This design comes from an exercise in tuning for small area, a short achievable clock period and few clock cycles on the open sky130 flow, not from production work. The RTL was checked by simulation tests, not by an equivalence proof against the original design. No activity file was given, so power comes from the tool's default toggle rates.

== v6 ==
// fha_sponge
module fha_sponge (
    input  wire        clk,
    input  wire        rst,         
    input  wire        bus_we,
    input  wire [1:0]  bus_addr,
    input  wire [31:0] bus_wdata,
    output reg  [31:0] bus_rdata
);
==> flow/config.mk <==
export PLATFORM = sky130hd
export DESIGN_NAME = fha_sponge
export DESIGN_NICKNAME = fha_sponge
export VERILOG_FILES = /design/flow/design.v
export SDC_FILE = /design/flow/constraint.sdc
export NUM_CORES = 8
export LEC_CHECK = 0
export ABC_CLOCK_PERIOD_IN_PS = 9000
export CAP_MARGIN = 30
export CORE_MARGIN = 2
export CORE_UTILIZATION = 40
export SLEW_MARGIN = 30
==> flow/constraint.sdc <==
create_clock -name core_clock -period 20.0 [get_ports {clk}]
set_input_delay 4.0000 -clock core_clock [delete_from_list [all_inputs] [get_ports {clk}]]
set_output_delay 4.0000 -clock core_clock [all_outputs]
set_load 0.01 [all_outputs]
standard.sh (not shown) runs the stock make flow with config.mk's settings and CLKGATE_MAP_FILE= SYNTH_SCRIPT=/design/flow/synth_recipe.tcl, a recipe that flattens the netlist after the stock synthesis.
==> flow/flow/run.sh <==
#!/bin/bash
# Standard layout, with timing repair aiming for a setup slack of 8 ns
# (a tighter target than the 20 ns clock) so the achieved period improves.
set -euo pipefail
bash standard.sh SETUP_SLACK_MARGIN=8 finish > layout.log 2>&1
v6: PASS, flow complete, no timing, DRC or antenna violations
Testbench counts of v6, summed over its fixed seeds: cycles 35,470.
Input-level comparison between v7 and v6:
==> flow/run.sh (new file) <==
#!/bin/bash
# synth_recipe.tcl (not shown) runs the flow's synth.tcl, then flattens the netlist and writes it again
# the make line also repeats each setting of config.mk as NAME=value (left out here)
make -C /OpenROAD-flow-scripts/flow DESIGN_CONFIG=/design/flow/config.mk WORK_HOME=/design/flow/orfs CLKGATE_MAP_FILE= SYNTH_SCRIPT=/design/flow/synth_recipe.tcl finish
removed: flow/flow/run.sh
removed: flow/standard.sh
## What came out
- The final layout from v7, which completed every stage, passed the timing, DRC and antenna checks at the end of the flow.
- v6 -> v7: total of endpoints with negative setup slack in the final report delta 0, exact match
- Slowest stage cell on the critical path = sky130_fd_sc_hd__dfxtp_4: v7; slowest stage cell on the critical path = sky130_fd_sc_hd__buf_4: v6
- Compared with v6, v7 is hungrier on power.
- v7 vs. v6: worst hold slack after final layout saw little to no change; fmax shrank by 6.6 MHz.


Another version of the RTL of fha_sponge (not shown whole).
Size: roughly 7000 cells after synthesis, roughly 1500 flip-flops, roughly 69 I/O pins, roughly 0.079 mm2 of cells after synthesis.
clock: 20.0 ns
lec_check: 0
abc_clock_period_in_ps: 9000
cap_margin: 30
core_margin: 2
core_utilization: 40
cts_cluster_diameter: 70
cts_cluster_size: 35
slew_margin: 30
==> flow/flow/run.sh <==
#!/bin/bash
# Standard layout, with timing repair aiming for a setup slack of 11 ns
# (a tighter target than the 20 ns clock) so the achieved period improves.
set -euo pipefail
bash standard.sh SETUP_SLACK_MARGIN=11 finish > layout.log 2>&1
The first run went through all stages and came out clean.
Testbench counts at the start, summed over its fixed seeds: cycles 36,595.
Next try:
==> flow/flow/run.sh (replaced) <==
#!/bin/bash
# Standard layout, with timing repair aiming for a setup slack of 11.3 ns
# (a tighter target than the 20 ns clock) so the achieved period improves.
set -euo pipefail
bash standard.sh SETUP_SLACK_MARGIN=11.3 finish > layout.log 2>&1
--- a/flow/config.mk
+++ b/flow/config.mk
@@ -11,3 +11,3 @@
-export CORE_UTILIZATION = 40
-export CTS_CLUSTER_DIAMETER = 70
-export CTS_CLUSTER_SIZE = 35
+export CORE_UTILIZATION = 45
+export CTS_CLUSTER_DIAMETER = 60
+export CTS_CLUSTER_SIZE = 25
Sequential power hardly moves.
Utilization rises by 5.8 points.
Worst setup slack is better by 83 ps.
Hold slack barely changes.
Global-route usage rises by 4.9 points.
Clock power rises by a few percent.
Area after synthesis does not change.
Wire length rises slightly.
Next try:
==> flow/flow/run.sh (replaced) <==
#!/bin/bash
# Standard layout, with timing repair aiming for a setup slack of 11 ns
# (a tighter target than the 20 ns clock) so the achieved period improves.
set -euo pipefail
bash standard.sh SETUP_SLACK_MARGIN=11 finish > layout.log 2>&1
--- a/flow/config.mk
+++ b/flow/config.mk
@@ -7,0 +8 @@
+export ABC_AREA = 1
@@ -11 +12 @@
-export CORE_UTILIZATION = 45
+export CORE_UTILIZATION = 40
What happened: Power is lower by a quarter to a third. Routed wire length is higher by roughly a tenth. Global-route usage is lower by 1.8 points. Design area is higher by a few percent. First-iteration DRC count is lower by a few percent. Setup slack loses 79 ps. Area after synthesis is higher slightly. Sequential power is lower by roughly a tenth.
Next try:
--- a/flow/flow/run.sh
+++ b/flow/flow/run.sh
@@ -5 +5 @@
-bash standard.sh SETUP_SLACK_MARGIN=11 finish > layout.log 2>&1
+bash standard.sh SETUP_SLACK_MARGIN=11.6 finish > layout.log 2>&1
--- a/flow/config.mk
+++ b/flow/config.mk
@@ -8 +7,0 @@
-export ABC_AREA = 1
@@ -13,2 +11,0 @@
-export CTS_CLUSTER_DIAMETER = 60
-export CTS_CLUSTER_SIZE = 25
=>
- The new run completed without violations
- register-to-register slack gets better by 570 ps
- area after synthesis drops by 1.8%
- global-route usage drops by 1.3 points


Setup of rev 12:
fha_sponge again, from the RTL that the note above started with.
// fha_sponge
module fha_sponge (
    input  wire        clk,
    input  wire        rst,         
    input  wire        bus_we,
    input  wire [1:0]  bus_addr,
    input  wire [31:0] bus_wdata,
    output reg  [31:0] bus_rdata
);
clock: 20.0 ns
lec_check: 0
abc_clock_period_in_ps: 9000
cap_margin: 30
core_margin: 2
core_utilization: 40
cts_cluster_diameter: 60
cts_cluster_size: 25
slew_margin: 30
==> flow/flow/run.sh <==
#!/bin/bash
# Standard layout, with timing repair aiming for a setup slack of 11 ns
# (a tighter target than the 20 ns clock) so the achieved period improves.
set -euo pipefail
bash standard.sh SETUP_SLACK_MARGIN=11.6 finish > layout.log 2>&1
Testbench counts of rev 12, summed over its fixed seeds: cycles 36,595.
Changes in rev 13 relative to rev 12:
- a deleted CTS_CLUSTER_SIZE that had been 25
- a deleted CTS_CLUSTER_DIAMETER that had been 60
==> flow/flow/run.sh <==
#!/bin/bash
# Standard layout, with timing repair aiming for a setup slack of 11 ns
# (a tighter target than the 20 ns clock) so the achieved period improves.
set -euo pipefail
bash standard.sh SETUP_SLACK_MARGIN=11 finish > layout.log 2>&1
### Flow results
The total power of rev 13 is higher than that of rev 12. Status: net switching component of the power parity (rev 12, rev 13). Total wire length after detailed routing: rev 13 and rev 12 compared, higher one is rev 12. Layout clock buffer count came out higher on rev 13 than on rev 12. Looking at clock tree cell share of total cell area, rev 13 sits 1.7 points higher than rev 12 does. Side by side, logic gate share of total power turned out lower in rev 13 than in rev 12.


== north ==
Starting RTL as in the previous note.
==> flow/config.mk <==
export PLATFORM = sky130hd
export DESIGN_NAME = fha_sponge
export DESIGN_NICKNAME = fha_sponge
export VERILOG_FILES = /design/flow/design.v
export SDC_FILE = /design/flow/constraint.sdc
export NUM_CORES = 8
export LEC_CHECK = 0
export ABC_CLOCK_PERIOD_IN_PS = 9000
export CAP_MARGIN = 30
export CORE_MARGIN = 2
export CORE_UTILIZATION = 40
export SLEW_MARGIN = 30
==> flow/constraint.sdc <==
create_clock -name core_clock -period 20.0 [get_ports {clk}]
set_input_delay 4.0000 -clock core_clock [delete_from_list [all_inputs] [get_ports {clk}]]
set_output_delay 4.0000 -clock core_clock [all_outputs]
set_load 0.01 [all_outputs]
==> flow/flow/run.sh <==
#!/bin/bash
# Standard layout, with timing repair aiming for a setup slack of 11 ns
# (a tighter target than the 20 ns clock) so the achieved period improves.
set -euo pipefail
bash standard.sh SETUP_SLACK_MARGIN=10.5 finish > layout.log 2>&1
Testbench counts of north, summed over its fixed seeds: cycles 36,595.
Relative to north, the following input files were edited for south:
# north
export LEC_CHECK = 0
export ABC_CLOCK_PERIOD_IN_PS = 9000
export CAP_MARGIN = 30
export CORE_MARGIN = 2
export CORE_UTILIZATION = 40
export SLEW_MARGIN = 30
create_clock -name core_clock -period 20.0 [get_ports {clk}]
# south
export LEC_CHECK = 0
export ABC_CLOCK_PERIOD_IN_PS = 9000
export CAP_MARGIN = 30
export CORE_MARGIN = 2
export CORE_UTILIZATION = 40
export CTS_CLUSTER_DIAMETER = 60
export CTS_CLUSTER_SIZE = 25
export SLEW_MARGIN = 30
create_clock -name core_clock -period 20.0 [get_ports {clk}]
diff --git a/flow/flow/run.sh b/flow/flow/run.sh
--- a/flow/flow/run.sh
+++ b/flow/flow/run.sh
@@ -4,2 +4,2 @@
 set -euo pipefail
-bash standard.sh SETUP_SLACK_MARGIN=10.5 finish > layout.log 2>&1
+bash standard.sh SETUP_SLACK_MARGIN=11.3 finish > layout.log 2>&1
--- outcome ---
- south: done, clean on timing, DRC and antenna
- Compared with north, amount of wire on met3 after detailed routing in south decreased by a few percent.
- Compared with north, south shows a sequential fraction of design power that is 1.7 points higher.
- NOTE: number of gates given a new drive strength after cts in south exceeds that of north
- Taking north as 1.0, south lands at 0.920 on cell-internal power.
- In south relative to north, clock power had gone down by more than 10%.
- On clock transition at the register clock pins on the worst setup and hold paths after CTS: south sits above north.
- Global-route usage over all layers | south below north
- On clock skew, north tracks south almost exactly.
- Fmax went up by a few percent going from north to south.
- Relative to north, inverter count of the layout excluding clock inverters has increased by about 0.8% in south.
- Overall power: south better than north
diff inputs: south => east
diff --git a/flow/flow/run.sh b/flow/flow/run.sh
--- a/flow/flow/run.sh
+++ b/flow/flow/run.sh
@@ -4,2 +4,2 @@
 set -euo pipefail
-bash standard.sh SETUP_SLACK_MARGIN=11.3 finish > layout.log 2>&1
+bash standard.sh SETUP_SLACK_MARGIN=11 finish > layout.log 2>&1
--- outcome ---
- Compared with south, in east core utilization moved down; layout-stage area growth over the synthesis result moved down.
- east -> south: power attributed to sequential cells flat
- | largest vdd supply drop | east vs south | worse |
- Overall via count from detail_route essentially unchanged between south and east.
- Lower worst setup slack was reported by east, not south.
- Status: cell count parity (east, south)
Inputs modified between east and west:
==> flow/flow/run.sh <==
#!/bin/bash
# Standard layout, with timing repair aiming for a setup slack of 11.3 ns
# (a tighter target than the 20 ns clock) so the achieved period improves.
set -euo pipefail
bash standard.sh SETUP_SLACK_MARGIN=11.3 finish > layout.log 2>&1
--- outcome ---
When the final numbers for west and east were put side by side, the wire length on met3 turned out to be greater in east.
west ended with every stage complete and zero timing, DRC or antenna violations.
From east to west the numbers moved as follows: global-route wire length before repair picked up an extra 1.6%; power stayed essentially flat; routed wire length shows an increase of 1.9%.


Starting RTL as in the previous note.
==> flow/config.mk <==
export PLATFORM = sky130hd
export DESIGN_NAME = fha_sponge
export DESIGN_NICKNAME = fha_sponge
export VERILOG_FILES = /design/flow/design.v
export SDC_FILE = /design/flow/constraint.sdc
export NUM_CORES = 8
export LEC_CHECK = 0
export ABC_CLOCK_PERIOD_IN_PS = 9000
export CAP_MARGIN = 10
export CORE_MARGIN = 2
export CORE_UTILIZATION = 40
export CTS_CLUSTER_DIAMETER = 60
export CTS_CLUSTER_SIZE = 25
export SLEW_MARGIN = 10
==> flow/constraint.sdc <==
create_clock -name core_clock -period 20.0 [get_ports {clk}]
set_input_delay 4.0000 -clock core_clock [delete_from_list [all_inputs] [get_ports {clk}]]
set_output_delay 4.0000 -clock core_clock [all_outputs]
set_load 0.01 [all_outputs]
==> flow/flow/run.sh <==
#!/bin/bash
# Standard layout, with timing repair aiming for a setup slack of 11.3 ns
# (a tighter target than the 20 ns clock) so the achieved period improves.
set -euo pipefail
bash standard.sh SETUP_SLACK_MARGIN=11.3 finish > layout.log 2>&1
Testbench counts at the start, summed over its fixed seeds: cycles 36,595.
Rerun with:
==> flow/flow/run.sh (replaced) <==
#!/bin/bash
# Standard layout, with timing repair aiming for a setup slack of 11 ns
# (a tighter target than the 20 ns clock) so the achieved period improves.
set -euo pipefail
bash standard.sh SETUP_SLACK_MARGIN=11 finish > layout.log 2>&1
CAP_MARGIN = 30   (was 10)
CORE_UTILIZATION = 50   (was 40)
CTS_CLUSTER_DIAMETER = unset   (was 60)
CTS_CLUSTER_SIZE = unset   (was 25)
SLEW_MARGIN = 30   (was 10)
Outcome: The changed run completed with no timing, DRC or antenna violations; hold slack improves by 0.012 ns; routed wire length is lower by about 5%; register-to-register slack gets worse by 0.26 ns; die area goes down by 20%; clock skew goes down by 0.022 ns; power climbs by about 4%; non-clock buffer count is lower by 28.

## static timing again, ports no longer ideal
The flow's constraints put no driver on any port. The routed layouts listed below were extracted and timed again, unchanged, in two steps. Step 1, drivers: a clkbuf_16 drives clk and a buf_2 each remaining input, both assumed. Step 2 adds t to the input delays and takes it off the output delays; t is the mean of the earliest and latest rising clock arrival at the registers after step 1. Input paths then give back, and output paths get back, about the clock's delay inside the block. Three values: ideal, step 1, step 2; two values: the first two.
run	t (ns)	setup slack, ns	latest minus earliest clock arrival (ns)	worst register clock-pin slew, ns
v6	0.906	8.557 / 8.557 / 8.557	0.056 / 0.056	0.08 / 0.08
v7	0.907	7.622 / 7.622 / 7.622	0.107 / 0.107	0.08 / 0.08
the first run of note 2	0.871	11.055 / 11.032 / 10.403	0.071 / 0.071	0.12 / 0.12
the second run of note 2	0.902	11.138 / 11.073 / 10.557	0.067 / 0.066	0.10 / 0.10
the third run of note 2	0.912	11.059 / 11.026 / 10.433	0.066 / 0.066	0.10 / 0.10
the fourth run of note 2	0.906	11.073 / 11.002 / 10.810	0.085 / 0.085	0.07 / 0.07
rev 12	0.872	11.074 / 11.003 / 10.797	0.060 / 0.060	0.10 / 0.10
rev 13	0.926	11.075 / 11.053 / 10.251	0.061 / 0.060	0.08 / 0.08
north	0.906	10.571 / 10.549 / 9.935	0.071 / 0.072	0.07 / 0.07
south	0.908	11.155 / 11.095 / 10.468	0.073 / 0.073	0.10 / 0.10
east	0.917	11.078 / 11.056 / 10.236	0.066 / 0.067	0.10 / 0.10
west	0.908	11.155 / 11.095 / 10.468	0.073 / 0.073	0.10 / 0.10
the first run of note 5	0.902	11.142 / 11.090 / 10.507	0.088 / 0.089	0.10 / 0.10
the second run of note 5	0.887	10.991 / 10.995 / 10.108	0.067 / 0.066	0.07 / 0.07
After both steps setup and hold are still met in every run listed. The setup slack of the second run of note 5, which loses most, moves by +0.004 ns with the drivers and by -0.883 ns with both steps.
